What follows belongs to an exercise in optimizing a design on an open flow for small area; a production flow would make more cautious choices. The RTL was checked by simulation tests, not by an equivalence proof against the original design. The flow treats the clock pin as an ideal source, which a real chip does not have.

==> inputs of run a <==
## ltce
module ltce (
    input  wire        clk,
    input  wire        rst_n,
    input  wire [1:0]  cmd,
    input  wire [39:0] load_t,
    input  wire [15:0] load_sis,
    input  wire [31:0] z_utcoff,
    output wire [15:0] sample_o,
    output wire        amp_o,
    output wire        cont_o,
    output wire        valid_o,
    output wire        cfg_err_o
);
==> module ltce, before the edit <==
module ltce (
    input  wire        clk,
    input  wire        rst_n,
    input  wire [1:0]  cmd,
    input  wire [39:0] load_t,
    input  wire [15:0] load_sis,
    input  wire [31:0] z_utcoff,
    output wire [15:0] sample_o,
    output wire        amp_o,
    output wire        cont_o,
    output wire        valid_o,
    output wire        cfg_err_o
);
    localparam [1:0]  CMD_TICK = 2'b01, CMD_LOAD = 2'b10;
    reg [15:0] sis_q;
    reg [4:0]  wti_q;
    reg [5:0]  sec_q, min_q;
    reg [4:0]  hour_q;
    reg [17:0] doe_q;
    reg [15:0] sample_q;
    reg        valid_q, cfg_err_q, amp_q;
    assign cont_o    = 1'b1;
    assign valid_o   = valid_q;
    assign cfg_err_o = cfg_err_q;
    assign amp_o     = amp_q;
    wire [5:0]  ld_sec, ld_min;
    wire [4:0]  ld_hour;
    wire [17:0] ld_doe;
    ltce_civil u_civil (
        .t(load_t), .utcoff(z_utcoff),
        .sec(ld_sec), .min(ld_min), .hour(ld_hour), .doe(ld_doe)
    );
    wire [1:0] sym;
    ltce_symbol u_symbol (
        .sec(sec_q), .min(min_q), .hour(hour_q), .doe(doe_q), .sym(sym)
    );
    wire lead = (sis_q < 16'd9600) ||
                (sis_q < 16'd24000 && sym != 2'd0) ||
                (sis_q < 16'd38400 && sym == 2'd1);
    wire [15:0] high_s =
        (wti_q == 5'd0) ? 16'sd0 :
        (wti_q == 5'd1) ? 16'sd32269 :
        (wti_q == 5'd2) ? -16'sd11207 :
        (wti_q == 5'd3) ? -16'sd28377 :
        (wti_q == 5'd4) ? 16'sd21062 :
        (wti_q == 5'd5) ? 16'sd21062 :
        (wti_q == 5'd6) ? -16'sd28377 :
        (wti_q == 5'd7) ? -16'sd11207 :
        (wti_q == 5'd8) ? 16'sd32269 :
        (wti_q == 5'd9) ? 16'sd0 :
        (wti_q == 5'd10) ? -16'sd32269 :
        (wti_q == 5'd11) ? 16'sd11207 :
        (wti_q == 5'd12) ? 16'sd28377 :
        (wti_q == 5'd13) ? -16'sd21062 :
        (wti_q == 5'd14) ? -16'sd21062 :
        (wti_q == 5'd15) ? 16'sd28377 :
        (wti_q == 5'd16) ? 16'sd11207 :
        -16'sd32269;
    wire [15:0] low_s =
        (wti_q == 5'd0) ? 16'sd0 :
        (wti_q == 5'd1) ? 16'sd3226 :
        (wti_q == 5'd2) ? -16'sd1120 :
        (wti_q == 5'd3) ? -16'sd2837 :
        (wti_q == 5'd4) ? 16'sd2106 :
        (wti_q == 5'd5) ? 16'sd2106 :
        (wti_q == 5'd6) ? -16'sd2837 :
        (wti_q == 5'd7) ? -16'sd1120 :
        (wti_q == 5'd8) ? 16'sd3226 :
        (wti_q == 5'd9) ? 16'sd0 :
        (wti_q == 5'd10) ? -16'sd3226 :
        (wti_q == 5'd11) ? 16'sd1120 :
        (wti_q == 5'd12) ? 16'sd2837 :
        (wti_q == 5'd13) ? -16'sd2106 :
        (wti_q == 5'd14) ? -16'sd2106 :
        (wti_q == 5'd15) ? 16'sd2837 :
        (wti_q == 5'd16) ? 16'sd1120 :
        -16'sd3226;
    assign sample_o = sample_q;
    wire sec_end  = (sis_q == 16'd47999);
    wire sec_wrap = (sec_q == 6'd59);
    wire min_wrap = (min_q == 6'd59);
    wire hr_wrap  = (hour_q == 5'd23);
    wire doe_wrap = (doe_q == 18'd146096);
    always @(posedge clk) begin
        sample_q <= 16'd0;
        amp_q    <= 1'b0;
        if (!rst_n) begin
            valid_q   <= 1'b0;
            cfg_err_q <= 1'b0;
        end else if (cmd == CMD_LOAD) begin
            if (!cfg_err_q) begin
                if (load_sis >= 16'd48000) begin
                    cfg_err_q <= 1'b1;
                    valid_q   <= 1'b0;
                end else begin
                    sis_q   <= load_sis;
                    wti_q   <= 5'd0;
                    sec_q   <= ld_sec;
                    min_q   <= ld_min;
                    hour_q  <= ld_hour;
                    doe_q   <= ld_doe;
                    valid_q <= 1'b1;
                end
            end
        end else if (cmd == CMD_TICK && valid_q) begin
            sample_q <= lead ? high_s : low_s;
            amp_q    <= lead;
            wti_q  <= (wti_q == 5'd17) ? 5'd0 : wti_q + 5'd1;
            if (sec_end) begin
                sis_q <= 16'd0;
                sec_q <= sec_wrap ? 6'd0 : sec_q + 6'd1;
                if (sec_wrap) begin
                    min_q <= min_wrap ? 6'd0 : min_q + 6'd1;
                    if (min_wrap) begin
                        hour_q <= hr_wrap ? 5'd0 : hour_q + 5'd1;
                        if (hr_wrap)
                            doe_q <= doe_wrap ? 18'd0 : doe_q + 18'd1;
                    end
                end
            end else begin
                sis_q <= sis_q + 16'd1;
            end
        end
    end
endmodule
Settings: LEC_CHECK=0, ABC_AREA=1, ABC_CLOCK_PERIOD_IN_PS=150000, CAP_MARGIN=20, CORE_MARGIN=2, CORE_UTILIZATION=40, CTS_BUF_LIST=sky130_fd_sc_hd__clkbuf_8, SLEW_MARGIN=20; clock period 150.0 ns.
standard.sh (not shown) runs the stock make flow with config.mk's settings and CLKGATE_MAP_FILE= SYNTH_SCRIPT=/design/flow/synth_recipe.tcl, a recipe that flattens the netlist after the stock synthesis.
==> flow/flow/run.sh <==
#!/bin/bash
# The standard layout with these changes:
# - synthesis: ABC maps the logic with flow/abc_area.script, an area-only
#   script (no buffering or gate sizing), and Yosys leaves adders to ABC (no
#   full/half-adder cell mapping). Registers are mapped as in the standard flow.
# - placement: every input and output port still gets its own buffer, but
#   the smallest one (buf_1).
# - clock tree: the standard clock_tree_synthesis options with clkbuf_8
#   buffers and no dummy loads.
# make's full output goes to make_flow.log; each step's tool log is under orfs/logs/.
set -euo pipefail
rm -rf scripts_mod
cp -r "$FLOW_HOME/scripts" scripts_mod
cp flow/abc_area.script scripts_mod/abc_area.script
export SCRIPTS_DIR="$PWD/scripts_mod"
bash standard.sh ADDER_MAP_FILE= "BUFFER_PORTS_ARGS=-buffer_cell sky130_fd_sc_hd__buf_1" \
  "CTS_ARGS=-sink_clustering_enable -repair_clock_nets -buf_list sky130_fd_sc_hd__clkbuf_8 -dont_use_dummy_load" \
  finish > make_flow.log 2>&1
==> flow/flow/abc_area.script <==
strash
&get -n
&fraig -x
&put
scorr
dc2
balance
rewrite
refactor
balance
rewrite
rewrite -z
balance
refactor -z
rewrite -z
balance
dc2
strash
dch -f
amap
strash
dch -f
amap
strash
dch -f
amap
==> run b: changes against run a <==
--- a/flow/design.v
+++ b/flow/design.v
@@ -11897,6 +11897,5 @@
     reg [4:0]  hour_q;
     reg [17:0] doe_q;
-    reg [15:0] sample_q;
-    reg        valid_q, cfg_err_q, amp_q;
+    reg        valid_q, cfg_err_q, tick_q, amp_q;
     assign cont_o    = 1'b1;
     assign valid_o   = valid_q;
@@ -11918,42 +11917,42 @@
                 (sis_q < 16'd38400 && sym == 2'd1);
     wire [15:0] high_s =
-        (wti_q == 5'd0) ? 16'sd0 :
-        (wti_q == 5'd1) ? 16'sd32269 :
-        (wti_q == 5'd2) ? -16'sd11207 :
-        (wti_q == 5'd3) ? -16'sd28377 :
-        (wti_q == 5'd4) ? 16'sd21062 :
+        (wti_q == 5'd1) ? 16'sd0 :
+        (wti_q == 5'd2) ? 16'sd32269 :
+        (wti_q == 5'd3) ? -16'sd11207 :
+        (wti_q == 5'd4) ? -16'sd28377 :
         (wti_q == 5'd5) ? 16'sd21062 :
-        (wti_q == 5'd6) ? -16'sd28377 :
-        (wti_q == 5'd7) ? -16'sd11207 :
-        (wti_q == 5'd8) ? 16'sd32269 :
-        (wti_q == 5'd9) ? 16'sd0 :
-        (wti_q == 5'd10) ? -16'sd32269 :
-        (wti_q == 5'd11) ? 16'sd11207 :
-        (wti_q == 5'd12) ? 16'sd28377 :
-        (wti_q == 5'd13) ? -16'sd21062 :
+        (wti_q == 5'd6) ? 16'sd21062 :
+        (wti_q == 5'd7) ? -16'sd28377 :
+        (wti_q == 5'd8) ? -16'sd11207 :
+        (wti_q == 5'd9) ? 16'sd32269 :
+        (wti_q == 5'd10) ? 16'sd0 :
+        (wti_q == 5'd11) ? -16'sd32269 :
+        (wti_q == 5'd12) ? 16'sd11207 :
+        (wti_q == 5'd13) ? 16'sd28377 :
         (wti_q == 5'd14) ? -16'sd21062 :
-        (wti_q == 5'd15) ? 16'sd28377 :
-        (wti_q == 5'd16) ? 16'sd11207 :
+        (wti_q == 5'd15) ? -16'sd21062 :
+        (wti_q == 5'd16) ? 16'sd28377 :
+        (wti_q == 5'd17) ? 16'sd11207 :
         -16'sd32269;
     wire [15:0] low_s =
-        (wti_q == 5'd0) ? 16'sd0 :
-        (wti_q == 5'd1) ? 16'sd3226 :
-        (wti_q == 5'd2) ? -16'sd1120 :
-        (wti_q == 5'd3) ? -16'sd2837 :
-        (wti_q == 5'd4) ? 16'sd2106 :
+        (wti_q == 5'd1) ? 16'sd0 :
+        (wti_q == 5'd2) ? 16'sd3226 :
+        (wti_q == 5'd3) ? -16'sd1120 :
+        (wti_q == 5'd4) ? -16'sd2837 :
         (wti_q == 5'd5) ? 16'sd2106 :
-        (wti_q == 5'd6) ? -16'sd2837 :
-        (wti_q == 5'd7) ? -16'sd1120 :
-        (wti_q == 5'd8) ? 16'sd3226 :
-        (wti_q == 5'd9) ? 16'sd0 :
-        (wti_q == 5'd10) ? -16'sd3226 :
-        (wti_q == 5'd11) ? 16'sd1120 :
-        (wti_q == 5'd12) ? 16'sd2837 :
-        (wti_q == 5'd13) ? -16'sd2106 :
+        (wti_q == 5'd6) ? 16'sd2106 :
+        (wti_q == 5'd7) ? -16'sd2837 :
+        (wti_q == 5'd8) ? -16'sd1120 :
+        (wti_q == 5'd9) ? 16'sd3226 :
+        (wti_q == 5'd10) ? 16'sd0 :
+        (wti_q == 5'd11) ? -16'sd3226 :
+        (wti_q == 5'd12) ? 16'sd1120 :
+        (wti_q == 5'd13) ? 16'sd2837 :
         (wti_q == 5'd14) ? -16'sd2106 :
-        (wti_q == 5'd15) ? 16'sd2837 :
-        (wti_q == 5'd16) ? 16'sd1120 :
+        (wti_q == 5'd15) ? -16'sd2106 :
+        (wti_q == 5'd16) ? 16'sd2837 :
+        (wti_q == 5'd17) ? 16'sd1120 :
         -16'sd3226;
-    assign sample_o = sample_q;
+    assign sample_o = {16{tick_q}} & (amp_q ? high_s : low_s);
     wire sec_end  = (sis_q == 16'd47999);
     wire sec_wrap = (sec_q == 6'd59);
@@ -11962,6 +11961,6 @@
     wire doe_wrap = (doe_q == 18'd146096);
     always @(posedge clk) begin
-        sample_q <= 16'd0;
-        amp_q    <= 1'b0;
+        tick_q <= 1'b0;
+        amp_q  <= 1'b0;
         if (!rst_n) begin
             valid_q   <= 1'b0;
@@ -11983,6 +11982,6 @@
             end
         end else if (cmd == CMD_TICK && valid_q) begin
-            sample_q <= lead ? high_s : low_s;
-            amp_q    <= lead;
+            tick_q <= 1'b1;
+            amp_q  <= lead;
             wti_q  <= (wti_q == 5'd17) ? 5'd0 : wti_q + 5'd1;
             if (sec_end) begin
==> flow/run.sh (new file) <==
#!/bin/bash
# synth_recipe.tcl (not shown) runs the flow's synth.tcl, then flattens the netlist and writes it again
# the make line also repeats each setting of config.mk as NAME=value (left out here)
make -C /OpenROAD-flow-scripts/flow DESIGN_CONFIG=/design/flow/config.mk WORK_HOME=/design/flow/orfs CLKGATE_MAP_FILE= SYNTH_SCRIPT=/design/flow/synth_recipe.tcl finish
removed: flow/flow/run.sh
removed: flow/flow/abc_area.script
removed: flow/standard.sh
==> run c: changes against run a <==
--- a/flow/design.v
+++ b/flow/design.v
@@ -11897,6 +11897,5 @@
     reg [4:0]  hour_q;
     reg [17:0] doe_q;
-    reg [15:0] sample_q;
-    reg        valid_q, cfg_err_q, amp_q;
+    reg        valid_q, cfg_err_q, tick_q, amp_q;
     assign cont_o    = 1'b1;
     assign valid_o   = valid_q;
@@ -11918,42 +11917,42 @@
                 (sis_q < 16'd38400 && sym == 2'd1);
     wire [15:0] high_s =
-        (wti_q == 5'd0) ? 16'sd0 :
-        (wti_q == 5'd1) ? 16'sd32269 :
-        (wti_q == 5'd2) ? -16'sd11207 :
-        (wti_q == 5'd3) ? -16'sd28377 :
-        (wti_q == 5'd4) ? 16'sd21062 :
+        (wti_q == 5'd1) ? 16'sd0 :
+        (wti_q == 5'd2) ? 16'sd32269 :
+        (wti_q == 5'd3) ? -16'sd11207 :
+        (wti_q == 5'd4) ? -16'sd28377 :
         (wti_q == 5'd5) ? 16'sd21062 :
-        (wti_q == 5'd6) ? -16'sd28377 :
-        (wti_q == 5'd7) ? -16'sd11207 :
-        (wti_q == 5'd8) ? 16'sd32269 :
-        (wti_q == 5'd9) ? 16'sd0 :
-        (wti_q == 5'd10) ? -16'sd32269 :
-        (wti_q == 5'd11) ? 16'sd11207 :
-        (wti_q == 5'd12) ? 16'sd28377 :
-        (wti_q == 5'd13) ? -16'sd21062 :
+        (wti_q == 5'd6) ? 16'sd21062 :
+        (wti_q == 5'd7) ? -16'sd28377 :
+        (wti_q == 5'd8) ? -16'sd11207 :
+        (wti_q == 5'd9) ? 16'sd32269 :
+        (wti_q == 5'd10) ? 16'sd0 :
+        (wti_q == 5'd11) ? -16'sd32269 :
+        (wti_q == 5'd12) ? 16'sd11207 :
+        (wti_q == 5'd13) ? 16'sd28377 :
         (wti_q == 5'd14) ? -16'sd21062 :
-        (wti_q == 5'd15) ? 16'sd28377 :
-        (wti_q == 5'd16) ? 16'sd11207 :
+        (wti_q == 5'd15) ? -16'sd21062 :
+        (wti_q == 5'd16) ? 16'sd28377 :
+        (wti_q == 5'd17) ? 16'sd11207 :
         -16'sd32269;
     wire [15:0] low_s =
-        (wti_q == 5'd0) ? 16'sd0 :
-        (wti_q == 5'd1) ? 16'sd3226 :
-        (wti_q == 5'd2) ? -16'sd1120 :
-        (wti_q == 5'd3) ? -16'sd2837 :
-        (wti_q == 5'd4) ? 16'sd2106 :
+        (wti_q == 5'd1) ? 16'sd0 :
+        (wti_q == 5'd2) ? 16'sd3226 :
+        (wti_q == 5'd3) ? -16'sd1120 :
+        (wti_q == 5'd4) ? -16'sd2837 :
         (wti_q == 5'd5) ? 16'sd2106 :
-        (wti_q == 5'd6) ? -16'sd2837 :
-        (wti_q == 5'd7) ? -16'sd1120 :
-        (wti_q == 5'd8) ? 16'sd3226 :
-        (wti_q == 5'd9) ? 16'sd0 :
-        (wti_q == 5'd10) ? -16'sd3226 :
-        (wti_q == 5'd11) ? 16'sd1120 :
-        (wti_q == 5'd12) ? 16'sd2837 :
-        (wti_q == 5'd13) ? -16'sd2106 :
+        (wti_q == 5'd6) ? 16'sd2106 :
+        (wti_q == 5'd7) ? -16'sd2837 :
+        (wti_q == 5'd8) ? -16'sd1120 :
+        (wti_q == 5'd9) ? 16'sd3226 :
+        (wti_q == 5'd10) ? 16'sd0 :
+        (wti_q == 5'd11) ? -16'sd3226 :
+        (wti_q == 5'd12) ? 16'sd1120 :
+        (wti_q == 5'd13) ? 16'sd2837 :
         (wti_q == 5'd14) ? -16'sd2106 :
-        (wti_q == 5'd15) ? 16'sd2837 :
-        (wti_q == 5'd16) ? 16'sd1120 :
+        (wti_q == 5'd15) ? -16'sd2106 :
+        (wti_q == 5'd16) ? 16'sd2837 :
+        (wti_q == 5'd17) ? 16'sd1120 :
         -16'sd3226;
-    assign sample_o = sample_q;
+    assign sample_o = {16{tick_q}} & (amp_q ? high_s : low_s);
     wire sec_end  = (sis_q == 16'd47999);
     wire sec_wrap = (sec_q == 6'd59);
@@ -11962,6 +11961,6 @@
     wire doe_wrap = (doe_q == 18'd146096);
     always @(posedge clk) begin
-        sample_q <= 16'd0;
-        amp_q    <= 1'b0;
+        tick_q <= 1'b0;
+        amp_q  <= 1'b0;
         if (!rst_n) begin
             valid_q   <= 1'b0;
@@ -11983,6 +11982,6 @@
             end
         end else if (cmd == CMD_TICK && valid_q) begin
-            sample_q <= lead ? high_s : low_s;
-            amp_q    <= lead;
+            tick_q <= 1'b1;
+            amp_q  <= lead;
             wti_q  <= (wti_q == 5'd17) ? 5'd0 : wti_q + 5'd1;
             if (sec_end) begin
==> results.sh <==
export IMPL_status="timing/DRC/antenna clean"
export IMPL_highest_layer="met4"
export IMPL_path_buf_inv=41
export IMPL_critPathMaxStageDelay_ns=0.73
export IMPL_inverters_excl_clock=318
export IMPL_via_per_inst=5.27
export IMPL_gp_congestion=0.875
export IMPL_synth_area_per_cell_um2=5.34
export IMPL_drt_initial_drc_count=885
Source of the figures above: run a

==> results.sh <==
export IMPL_status="timing/DRC/antenna clean"
export IMPL_path_buf_inv=55
export IMPL_yosys_cell_types_count=75
export IMPL_highest_layer="met5"
export IMPL_dpl_cell_count=3491
export IMPL_critPathMaxStageDelay_ns=0.54
export IMPL_syn2layout_area_growth_pct=11.0
Source of the figures above: run b

==> results.sh <==
export IMPL_highest_layer="met4"
export IMPL_inverters_excl_clock=325
export IMPL_path_buf_inv=34
export IMPL_drt_initial_drc_count=918
export IMPL_gp_congestion=0.911
export IMPL_status="timing/DRC/antenna clean"
export IMPL_synth_area_per_cell_um2=5.26
export IMPL_grt_pass1_wl_mm=59.6
Source of the figures above: run c

==> re-timing with driven ports <==
How much do the figures lean on ideal ports? The routed layouts below were timed once more, with nothing changed but the port constraints. Step 1 assumes that a clkbuf_16 drives the clock port and a buf_2 every other input. Step 2 also shifts input and output timing later by t, the mid clock arrival at the registers, as if the neighbouring blocks saw the same clock. a / b / c = ideal ports / drivers / drivers and shift; a / b = the first two.
run | shift t [ns] | setup slack, ns | worst setup path after step 2
run a | 0.390 | 72.715 / 72.740 / 72.350 | input to register
run b | 0.380 | 76.667 / 76.678 / 76.298 | input to register
run c | 0.381 | 75.358 / 75.377 / 74.996 | input to register
After both steps every run listed still meets setup and hold. The setup slack of run b, which loses most, moves by +0.011 ns with the drivers and by -0.369 ns with both steps.
